Context: an optimization exercise on an open-source flow, tuned for small area, a short achievable clock period and few clock cycles. The choices shown serve that exercise and are no tape-out recipe. Function was checked by simulation only, so behaviour that the tests miss may differ from the original. Power is estimated from default activity; no workload was simulated.

==> flow/design.v <==
module th_core (
    input  wire        clk,
    input  wire        rst,           
    input  wire        run_start,
    input  wire [31:0] run_budget,    
    output wire        busy,
    output reg         done,
    output reg  [31:0] consumed,
    output reg         refused,
    input  wire        host_wr,
    input  wire [4:0]  host_idx,
    input  wire [15:0] host_wdata,
    input  wire        di_req,
    input  wire [1:0]  irq_line,      
    output wire [31:0] pc_o,
    output wire [31:0] st_o,
    output wire        intout,
    output wire        mem_req,
    output wire        mem_we,
    output wire [27:0] mem_addr,
    output wire [15:0] mem_wdata,
    input  wire        mem_ready,
    input  wire [15:0] mem_rdata
);
    localparam [31:0] ST_INIT   = 32'h0000_0010;
    localparam        IE_BIT    = 21;
    localparam [11:0] K_NOP  = 12'h000;
    localparam [11:0] K_MOVI = 12'h001;
    localparam [11:0] K_ADDI = 12'h002;
    localparam [11:0] K_DSJ  = 12'h003;
    localparam [11:0] K_STL  = 12'h004;
    localparam [11:0] K_LDL  = 12'h005;
    localparam [11:0] K_STW  = 12'h006;
    localparam [11:0] K_LDW  = 12'h007;
    localparam [11:0] K_EINT = 12'h008;
    localparam [11:0] K_DINT = 12'h009;
    localparam [11:0] K_RETI = 12'h00A;
    localparam [11:0] K_JMPA = 12'h00B;
    localparam [11:0] K_TSTOP= 12'h00C;
    localparam [4:0] S_IDLE  = 5'd0,
                     S_F     = 5'd1,     
                     S_O1    = 5'd2,     
                     S_O2    = 5'd3,     
                     S_D1    = 5'd4,     
                     S_D2    = 5'd5,     
                     S_FIN   = 5'd6,
                     S_BOOT0 = 5'd7,     
                     S_BOOT1 = 5'd8,     
                     S_INT0  = 5'd9,     
                     S_INT1  = 5'd10,    
                     S_INT2  = 5'd11,    
                     S_INT3  = 5'd12,    
                     S_INT4  = 5'd13,    
                     S_INT5  = 5'd14,    
                     S_INT6  = 5'd15,    
                     S_INT7  = 5'd16,    
                     S_R0    = 5'd17,    
                     S_R1    = 5'd18,    
                     S_R2    = 5'd19,    
                     S_R3    = 5'd20,    
                     S_R4    = 5'd21;    
    reg [4:0]  state;
    reg [31:0] regs [0:15];           
    reg [31:0] pc;
    reg [31:0] st;
    reg [31:0] icounter;              
    reg [31:0] budget;
    reg [31:0] total;
    reg        stop_flag;
    reg        pend_hi, pend_di, pend_wv;
    reg [15:0] io [0:31];
    reg [15:0] ir;
    reg [15:0] lo;                    
    reg [27:0] daddr;                 
    reg [15:0] wdata;                 
    reg [3:0]  vsel;                  
    reg        nocheck;               
    reg        wb_addi;               
    reg        ioph;                  
    reg [15:0] io_q;
    wire [11:0] k = ir[15:4];
    wire [31:0] sp = regs[15];
    assign busy   = (state != S_IDLE);
    assign pc_o   = pc;
    assign st_o   = st;
    assign intout = io[15][7];
    wire [15:0] intpend = {4'b0, pend_wv, pend_di, pend_hi, 6'b0, irq_line[1], irq_line[0], 1'b0};
    wire [15:0] irq     = intpend & io[17];
    wire        nmi     = io[16][8];
    wire        mirq    = st[IE_BIT] & (irq[9] | irq[10] | irq[11] | irq[1] | irq[2]);
    reg [3:0] sel_vsel;
    always @(*) begin
        if (nmi)          sel_vsel = 4'h7;    
        else if (irq[9])  sel_vsel = 4'h6;    
        else if (irq[10]) sel_vsel = 4'h5;    
        else if (irq[11]) sel_vsel = 4'h4;    
        else if (irq[1])  sel_vsel = 4'hE;    
        else              sel_vsel = 4'hD;    
    end
    reg use_d, acc_en, acc_we;
    always @(*) begin
        use_d  = 1'b0;
        acc_en = 1'b0;
        acc_we = 1'b0;
        case (state)
            S_F, S_O1, S_O2: acc_en = 1'b1;
            S_D1:    begin use_d = 1'b1; acc_en = 1'b1; acc_we = (k == K_STL) || (k == K_STW); end
            S_D2:    begin use_d = 1'b1; acc_en = 1'b1; acc_we = (k == K_STL); end
            S_BOOT0, S_BOOT1, S_INT6, S_INT7, S_R1, S_R2, S_R3, S_R4:
                     begin use_d = 1'b1; acc_en = 1'b1; end
            S_INT1, S_INT2, S_INT4, S_INT5:
                     begin use_d = 1'b1; acc_en = 1'b1; acc_we = 1'b1; end
            default: ;
        endcase
    end
    wire [27:0] abus   = use_d ? daddr : pc[31:4];
    wire        acc_io = (abus[27:11] == 17'h18000);
    wire [4:0]  acc_idx = abus[4:0];
    wire        ok     = acc_en & (acc_io ? (acc_we | ioph) : mem_ready);
    wire [15:0] rd     = acc_io ? io_q : mem_rdata;
    assign mem_req   = acc_en & ~acc_io;
    assign mem_we    = acc_we;
    assign mem_addr  = abus;
    assign mem_wdata = wdata;
    wire [31:0] cons      = budget - icounter;
    wire [31:0] total_rep = total + cons;
    reg [15:0] io_rdata;
    always @(*) begin
        if (acc_idx == 5'd18)      io_rdata = intpend;
        else if (acc_idx == 5'd30) io_rdata = total_rep[19:4];
        else                       io_rdata = io[acc_idx];
    end
    wire        bus_io_wr = ok & acc_we & acc_io;
    wire        io_wr     = bus_io_wr | (host_wr & (state == S_IDLE));
    wire [4:0]  io_widx   = bus_io_wr ? acc_idx : host_idx;
    wire [15:0] io_wdata  = bus_io_wr ? wdata : host_wdata;
    wire        halt_zero = bus_io_wr & (acc_idx == 5'd16) & wdata[15];
    wire loop_go  = ~icounter[31] & (icounter != 32'd0) & ~stop_flag;
    wire f_finish = (state == S_F) & ~nocheck & ~loop_go;
    wire f_int    = (state == S_F) & ~nocheck & loop_go & (nmi | mirq);
    wire f_take   = (state == S_F) & (nocheck | (loop_go & ~nmi & ~mirq)) & ok;
    wire [11:0] rk       = rd[15:4];
    wire        r_one    = (rk == K_NOP) || (rk == K_EINT) || (rk == K_DINT) || (rk == K_TSTOP);
    wire        r_unas   = (rk > K_TSTOP);
    wire        r_reti   = (rk == K_RETI);
    wire        sp_state = (state == S_INT0) || (state == S_INT3) || (state == S_R2) || (state == S_R4);
    wire [3:0]  rsel     = sp_state ? 4'd15 : ir[3:0];
    wire [31:0] an       = regs[rsel];
    reg  [31:0] add_b;
    always @(*) begin
        case (state)
            S_INT0, S_INT3: add_b = 32'hFFFF_FFE0;                     
            S_R2, S_R4:     add_b = 32'd32;
            S_O1:           add_b = 32'hFFFF_FFFF;                     
            default:        add_b = {{16{lo[15]}}, lo};                
        endcase
    end
    wire [31:0] sum = an + add_b;
    wire dsj_taken = (an != 32'd1);
    reg        rf_we;
    reg        rf_sum;       
    always @(*) begin
        rf_we  = 1'b0;
        rf_sum = 1'b1;
        case (state)
            S_O1:  rf_we = ok & (k == K_DSJ);
            S_O2:  begin rf_we = ok & (k == K_MOVI); rf_sum = 1'b0; end
            S_D1:  begin rf_we = ok & (k == K_LDW);  rf_sum = 1'b0; end
            S_D2:  begin rf_we = ok & (k == K_LDL);  rf_sum = 1'b0; end
            S_INT0, S_INT3: rf_we = 1'b1;
            S_R2, S_R4:     rf_we = ok;
            default: ;
        endcase
        if (wb_addi) rf_we = 1'b1;
    end
    wire [31:0] rf_wd = rf_sum ? sum : ((k == K_LDW) ? {16'd0, rd} : {rd, lo});
    wire [31:0] rf_wd_r = rst ? 32'd0 : rf_wd;
    genvar gi;
    generate
        for (gi = 0; gi < 16; gi = gi + 1) begin : g_rf
            always @(posedge clk)
                if (rst || (rf_we && rsel == gi)) regs[gi] <= rf_wd_r;
        end
    endgenerate
    wire [15:0] io_wd_r = rst ? 16'd0 : io_wdata;
    wire        nmi_clr = f_int & nmi;
    generate
        for (gi = 0; gi < 32; gi = gi + 1) begin : g_io
            if (gi == 16) begin : g_hst
                always @(posedge clk) begin
                    if (rst || (io_wr && io_widx == gi)) io[gi] <= io_wd_r;
                    if (nmi_clr) io[gi][8] <= 1'b0;
                end
            end else if (gi != 18 && gi != 30) begin : g_plain
                always @(posedge clk)
                    if (rst || (io_wr && io_widx == gi)) io[gi] <= io_wd_r;
            end else begin : g_none
                always @(*) io[gi] = 16'd0;
            end
        end
    endgenerate
    reg        charge;
    reg [4:0]  cost;
    always @(*) begin
        charge = 1'b0;
        cost   = 5'd0;
        case (state)
            S_F:   begin charge = f_take & r_one; cost = 5'd1; end
            S_O1:  begin charge = ok & ((k == K_ADDI) || (k == K_DSJ));
                         cost = ((k == K_DSJ) && dsj_taken) ? 5'd3 : 5'd2; end
            S_O2:  begin charge = ok & ((k == K_MOVI) || (k == K_JMPA)); cost = 5'd3; end
            S_D1:  begin charge = ok & ((k == K_LDW) || (k == K_STW));   cost = 5'd3; end
            S_D2:  begin charge = ok; cost = 5'd4; end
            S_R4:  begin charge = ok; cost = 5'd8; end
            S_INT7:begin charge = ok; cost = 5'd16; end
            default: ;
        endcase
    end
    wire [31:0] icnt_base = halt_zero ? 32'd0 : icounter;
    wire [31:0] icnt_next = icnt_base - {27'd0, (charge ? cost : 5'd0)};
    wire [27:0] pcw_inc = pc[31:4] + 28'd1;
    wire [27:0] daddr_inc = daddr + 28'd1;
    wire        finish = f_finish | (state == S_FIN);
    always @(posedge clk) begin
        if (rst) begin
            state     <= S_BOOT0;
            pend_hi   <= 1'b0;
            pend_di   <= 1'b0;
            pend_wv   <= 1'b0;
            pc        <= 32'd0;
            st        <= ST_INIT;
            icounter  <= 32'd0;
            budget    <= 32'd0;
            total     <= 32'd0;
            stop_flag <= 1'b0;
            ir        <= 16'd0;
            lo        <= 16'd0;
            daddr     <= 28'hFFFFFFE;
            wdata     <= 16'd0;
            vsel      <= 4'd0;
            nocheck   <= 1'b0;
            wb_addi   <= 1'b0;
            ioph      <= 1'b0;
            io_q      <= 16'd0;
            done      <= 1'b0;
            consumed  <= 32'd0;
            refused   <= 1'b0;
        end else begin
            done    <= 1'b0;
            wb_addi <= 1'b0;
            if (acc_en & acc_io & ~acc_we & ~ioph) begin
                ioph <= 1'b1;
                io_q <= io_rdata;
            end else begin
                ioph <= 1'b0;
            end
            if (io_wr) begin
                if (io_widx == 5'd15 && !io[15][3] && io_wdata[3])
                    pend_hi <= 1'b1;
                if (io_widx == 5'd18) begin
                    if (!io_wdata[9])  pend_hi <= 1'b0;
                    if (!io_wdata[10]) pend_di <= 1'b0;
                    if (!io_wdata[11]) pend_wv <= 1'b0;
                end
            end
            if (di_req && state == S_IDLE)
                pend_di <= 1'b1;
            icounter <= icnt_next;
            if (finish) begin
                consumed <= cons;
                total    <= total + cons;
                done     <= 1'b1;
                state    <= S_IDLE;
            end
            case (state)
                S_BOOT0: if (ok) begin
                    lo    <= rd;
                    daddr <= daddr_inc;
                    state <= S_BOOT1;
                end
                S_BOOT1: if (ok) begin
                    pc    <= {rd, lo};
                    state <= S_IDLE;
                end
                S_IDLE: if (run_start) begin
                    refused   <= 1'b0;
                    budget    <= run_budget;
                    icounter  <= run_budget;
                    stop_flag <= 1'b0;
                    nocheck   <= 1'b0;
                    if (io[16][15]) begin
                        consumed <= 32'd0;
                        done     <= 1'b1;
                    end else begin
                        state <= S_F;
                    end
                end
                S_F: begin
                    if (f_int) begin
                        vsel  <= sel_vsel;
                        state <= S_INT0;
                    end else if (f_take) begin
                        ir      <= rd;
                        pc      <= {pcw_inc, 4'b0};
                        nocheck <= 1'b0;
                        if (rk == K_EINT)  st[IE_BIT] <= 1'b1;
                        if (rk == K_DINT)  st[IE_BIT] <= 1'b0;
                        if (rk == K_TSTOP) stop_flag  <= 1'b1;
                        if (r_one)         state <= S_F;
                        else if (r_unas) begin
                            refused <= 1'b1;
                            state   <= S_FIN;
                        end
                        else if (r_reti)   state <= S_R0;
                        else               state <= S_O1;
                    end
                end
                S_O1: if (ok) begin
                    lo <= rd;
                    pc <= {pcw_inc, 4'b0};
                    if (k == K_ADDI) begin
                        wb_addi <= 1'b1;
                        state   <= S_F;
                    end else if (k == K_DSJ) begin
                        if (dsj_taken)
                            pc <= {pcw_inc + {{12{rd[15]}}, rd}, 4'b0};
                        state <= S_F;
                    end else begin
                        state <= S_O2;
                    end
                end
                S_O2: if (ok) begin
                    pc    <= {pcw_inc, 4'b0};
                    daddr <= {rd, lo[15:4]};
                    wdata <= an[15:0];
                    if (k == K_JMPA) begin
                        pc    <= {rd, lo};
                        state <= S_F;
                    end else if (k == K_MOVI) begin
                        state <= S_F;
                    end else begin
                        state <= S_D1;
                    end
                end
                S_D1: if (ok) begin
                    lo    <= rd;
                    daddr <= daddr_inc;
                    wdata <= an[31:16];
                    if ((k == K_LDW) || (k == K_STW)) state <= S_F;
                    else                              state <= S_D2;
                end
                S_D2: if (ok) state <= S_F;
                S_INT0: begin
                    daddr <= sum[31:4];
                    wdata <= pc[15:0];
                    state <= S_INT1;
                end
                S_INT1: if (ok) begin
                    daddr <= daddr_inc;
                    wdata <= pc[31:16];
                    state <= S_INT2;
                end
                S_INT2: if (ok) state <= S_INT3;
                S_INT3: begin
                    daddr <= sum[31:4];
                    wdata <= st[15:0];
                    state <= S_INT4;
                end
                S_INT4: if (ok) begin
                    daddr <= daddr_inc;
                    wdata <= st[31:16];
                    state <= S_INT5;
                end
                S_INT5: if (ok) begin
                    st    <= ST_INIT;
                    daddr <= {23'h7FFFFF, vsel[3:0], 1'b0};
                    state <= S_INT6;
                end
                S_INT6: if (ok) begin
                    lo    <= rd;
                    daddr <= daddr_inc;
                    state <= S_INT7;
                end
                S_INT7: if (ok) begin
                    pc      <= {rd, lo};
                    nocheck <= 1'b1;
                    state   <= S_F;
                end
                S_R0: begin
                    daddr <= sp[31:4];
                    state <= S_R1;
                end
                S_R1: if (ok) begin
                    lo    <= rd;
                    daddr <= daddr_inc;
                    state <= S_R2;
                end
                S_R2: if (ok) begin
                    st    <= {rd, lo};
                    daddr <= sum[31:4];
                    state <= S_R3;
                end
                S_R3: if (ok) begin
                    lo    <= rd;
                    daddr <= daddr_inc;
                    state <= S_R4;
                end
                S_R4: if (ok) begin
                    pc    <= {rd, lo};
                    state <= S_F;
                end
                default: ;
            endcase
        end
    end
endmodule
==> flow/run.sh <==
#!/bin/bash
# synth_recipe.tcl (not shown) runs the flow's synth.tcl, then flattens the netlist and writes it again
# the make line also repeats each setting of config.mk as NAME=value (left out here)
make -C /OpenROAD-flow-scripts/flow DESIGN_CONFIG=/design/flow/config.mk WORK_HOME=/design/flow/orfs CLKGATE_MAP_FILE= SYNTH_SCRIPT=/design/flow/synth_recipe.tcl finish
==> flow/config.mk <==
export PLATFORM = sky130hd
export DESIGN_NAME = th_core
export DESIGN_NICKNAME = th_core
export VERILOG_FILES = /design/flow/design.v
export SDC_FILE = /design/flow/constraint.sdc
export NUM_CORES = 4
export LEC_CHECK = 0
export CAP_MARGIN = 20
export CORE_MARGIN = 2
export CORE_UTILIZATION = 40
export SLEW_MARGIN = 20
==> flow/constraint.sdc <==
create_clock -name core_clock -period 12.0 [get_ports {clk}]
set_input_delay 2.4000 -clock core_clock [delete_from_list [all_inputs] [get_ports {clk}]]
set_output_delay 2.4000 -clock core_clock [all_outputs]
set_load 0.01 [all_outputs]
==> results.txt <==
layer usage:
metal	part of all wire (%)	global-route usage, %	vias to the layer above
li1	-	-	21100
met3	11	6.68	537
met2	43	43.2	3126
met5	0.016	0	-
met1	41	41.3	24100
met4	5.0	13.4	8
state kept, by name, indices dropped and copies added (netlist names), 20 cells and up:
| signal | flops |
|---|---|
| icounter | 32 |
| total | 20 |
| daddr | 28 |
| regs | 512 |
| budget | 32 |
| st | 32 |
| pc | 32 |
| io | 480 |
| consumed | 32 |
cell usage in the layout, fill, tap and decap left out, types with 46 or more instances in the layout:
cell	count
a211oi_1	92
a21o_1	64
a21oi_1	352
a221oi_1	114
a22o_1	72
a22oi_1	193
a31oi_1	52
and3_1	46
buf_4	186
clkbuf_16	142
clkdlybuf4s50_1	221
dfxtp_1	286
edfxtp_1	991
ha_1	115
inv_1	101
mux2i_1	74
nand2_1	556
nand3_1	131
nand4_1	76
nor2_1	410
nor2b_1	47
nor3_1	74
o21ai_0	173
xnor2_1	106
xor2_1	59
power by group through the flow:
stage / Combinational [W] / Clock (W) / Sequential [W]
floorplan: 0.00530 / 0 / 0.00702
global placement: 0.00880 / 0 / 0.00738
detailed placement: 0.00881 / 0 / 0.00740
CTS: 0.00886 / 0.00433 / 0.00732
global route: 0.00965 / 0.00450 / 0.00744
finish: 0.00911 / 0.00429 / 0.00735
logic make-up (layout without fill, tap and decap cells):
family / count (synthesis) / in the layout
AOI/OAI and AO/OA: 1605 / 1605
and+or+nand+nor: 1605 / 1605
adders and majority gates: 121 / 121
DFF: 1281 / 1281
buffers and inverters: 459 / 769
xor gates and xnor gates: 165 / 165
muxes: 127 / 127
cell type report:
type / count / area (sq um)
fillers: 13900 / 81000
flip-flops and latches: 1281 / 35600
multi-input cells: 3623 / 23700
clock buffers: 185 / 3760
repair buffers: 410 / 3660
well taps: 2030 / 2540
clock inverters: 67 / 758
inverters: 107 / 402
metrics by stage:
| step | std cells | hold WS, ns | utilization (%) |
|---|---|---|---|
| 6_report | 7703 | 0.448 | 46.5 |
| 5_1_grt | 7703 | 0.474 | 46.5 |
| 4_1_cts | 7702 | 0.450 | 46.5 |
| 3_5_place_dp | 7450 | 0.439 | 43.5 |
| 3_3_place_gp | 7449 | 0.435 | 43.4 |
| 2_1_floorplan | 5363 | 0.421 | - |
worst max-delay path by stage:
stage	start	end
after floorplan	state[1]	regs[0][30]
after global placement	state[1]	icounter[30]
after detailed placement	ir[2]	icounter[30]
after CTS	state[1]	icounter[30]
after global routing	state[1]	icounter[31]
final	state[1]	icounter[31]
tightest hold or removal path, cell delays in order, from the launching register on:
cell and delay [ns]:
dfxtp_1 0.31, nand2_1 0.05, a21oi_1 0.05
==> reports/qor.txt <==
Status: no timing/DRC/antenna violations
Main combinational cell family by area after synthesis: compound AO/OA/AOI/OAI gates
Die Y: 394 um
Worst Hold Class: flip-flop to flip-flop
First-pass GRT wire length: 335,000 um
Post-route cell area: 70,400 sq um
CTS sink cnt: 1,281
Worst path required time: 12.67 ns
# rows: 143
Fin Setup TNS: 0 ns
Largest net degree at the start of global routing: 88
CP arrival: 8.61 ns
DRT antenna net count: 0
CP Max Fanout: 30
Final hold viol count: 0
CTS resizes: 0
Die span in x: 394 um
RSZ-0062 raised after global routing: false
CP peak stage delay: 0.93 ns
Inserted Clock Buffers: 138
Tot GR Track Use: 29.4%
Area share of and/or/nand/nor cells after synthesis: 12.4%
DR pass1 iterations: 6
Worst VDD drop: 154 uV
Post-synthesis cell count: 5,363
Grt ovf: 0
GPL Wtd Cong: 0.990
Combinational share of power: 43.9%
Clk buf depth: 3
Clock latency (worst-skew pair): 0.82 ns
Sequential Power Share: 35.4%
EDFF count, synth: 991
CP max stage cell: dfxtp_1
FF-to-FF Start: state[1]
Leading area contributor after synthesis: edfxtp_1
Syn Area/Cell: 11.3 sq um
Initial Util: 40.1%
Fin. max-slew vios: 0
Port Buf Inserts: 222
Worst rel slew slack: 17.8%
Vias in the first global route: 45.8k
Total die area: 155,000 sq um
Yosys warning count: 3
IO Count: 223
DR DRC count: 0
Max Cap Viol: 0
CTS H-tree depth: 4
Final setup viols: 0
Vias per Instance: 6.34
CTS tree: yes
Path depth of the worst reg2reg path: 26
WP buf/inv: 4
Setup CP Type: flip-flop to flip-flop
Worst-Margin Slew: 1.23 ns
Post-DR wirelength/cell: 30.5 um
Synth top area share: 49.0%
Sequential area share after synthesis: 58.5%
Synth cell types: 110
Yosys reg bits: 1,281
Synth-to-layout area growth: 15.8%
CTS Root Buffer Type: clkbuf_16
Count leader, synth: edfxtp_1
Hold path startpoint: consumed[3]
Syn_nets: 5,560
Antenna Cells: 0
Crit path max-delay family: compound AO/OA/AOI/OAI gates
Period minus WS final: 7.95 ns
Internal: 0.0119 W
Nets: 5,758
Compound-Gate Fraction of Synth Area: 18.6%
Dpl hpwl: 160,000 um
Syn Std Cell Area: 60,700 sq um
Final wirelength: 235,000 um
Highest clock rate: 126 MHz
Mux cell area share after synthesis: 2.27%
Clock share of power: 20.7%
Top post-synthesis cells by area: edfxtp_1 49%, dfxtp_1 9.6%, nand2_1 3.5%
Sw frac: 42.5%
Clock Pin Slew Worst Setup and Hold Paths: 0.06 ns
FF-to-FF End: icounter[31]
Nature of the critical path startpoint: flip-flop
Synth Area in Adders: 2.55%
Total power: 0.0208 W
Post-synthesis xor/xnor area fraction: 2.38%
Critical Path Stages: 26
Hold buffer count at cts: 0
DR iter-0 viols: 7,387
Initial antenna violation count: 7
Hold depth: 2
Top FF cell, synth: edfxtp_1
Post-synth top cells: 991 x edfxtp_1, 559 x nand2_1, 430 x nor2_1, 368 x a21oi_1, 290 x dfxtp_1
Setup Buffers After CTS: 0
Period utilization: 66.2%
Hold Path Sink: consumed[3]
Pleak: 24.9 nW
Core box area: 151,000 sq um
Final WS setup: 4.05 ns
Placed Area: 65,800 sq um
Pwr/cell area: 295 nW/um^2
DP Worst Slack: 4.43 ns
Vias: 48.9k
R2R setup slack: 4.05 ns
Post-synth ARST share: 0%
Final Skew: 0.0624 ns
Share of cells above drive strength 1: 10.4%
P_sw: 0.00883 W
CP endpoint kind: flip-flop
Testbench counts, summed over its fixed seeds: cycles 182,188.

[static timing again, ports no longer ideal]
How much do the figures lean on ideal ports? The routed layout below was timed once more, with nothing changed but the port constraints. Step 1 assumes that a clkbuf_16 drives the clock port and a buf_2 every other input. Step 2 also shifts input and output timing later by t, the mid clock arrival at the registers, as if the neighbouring blocks saw the same clock. a / b / c = ideal ports / drivers / drivers and shift; a / b = the first two.
t, ns: 0.861
setup slack, ns: 4.054 / 4.054 / 4.054
latest minus earliest clock arrival (ns): 0.062 / 0.063
After both steps setup and hold are still met in this run. For this run, drivers alone change the setup slack by 0.000 ns; drivers and shift together by 0.000 ns.
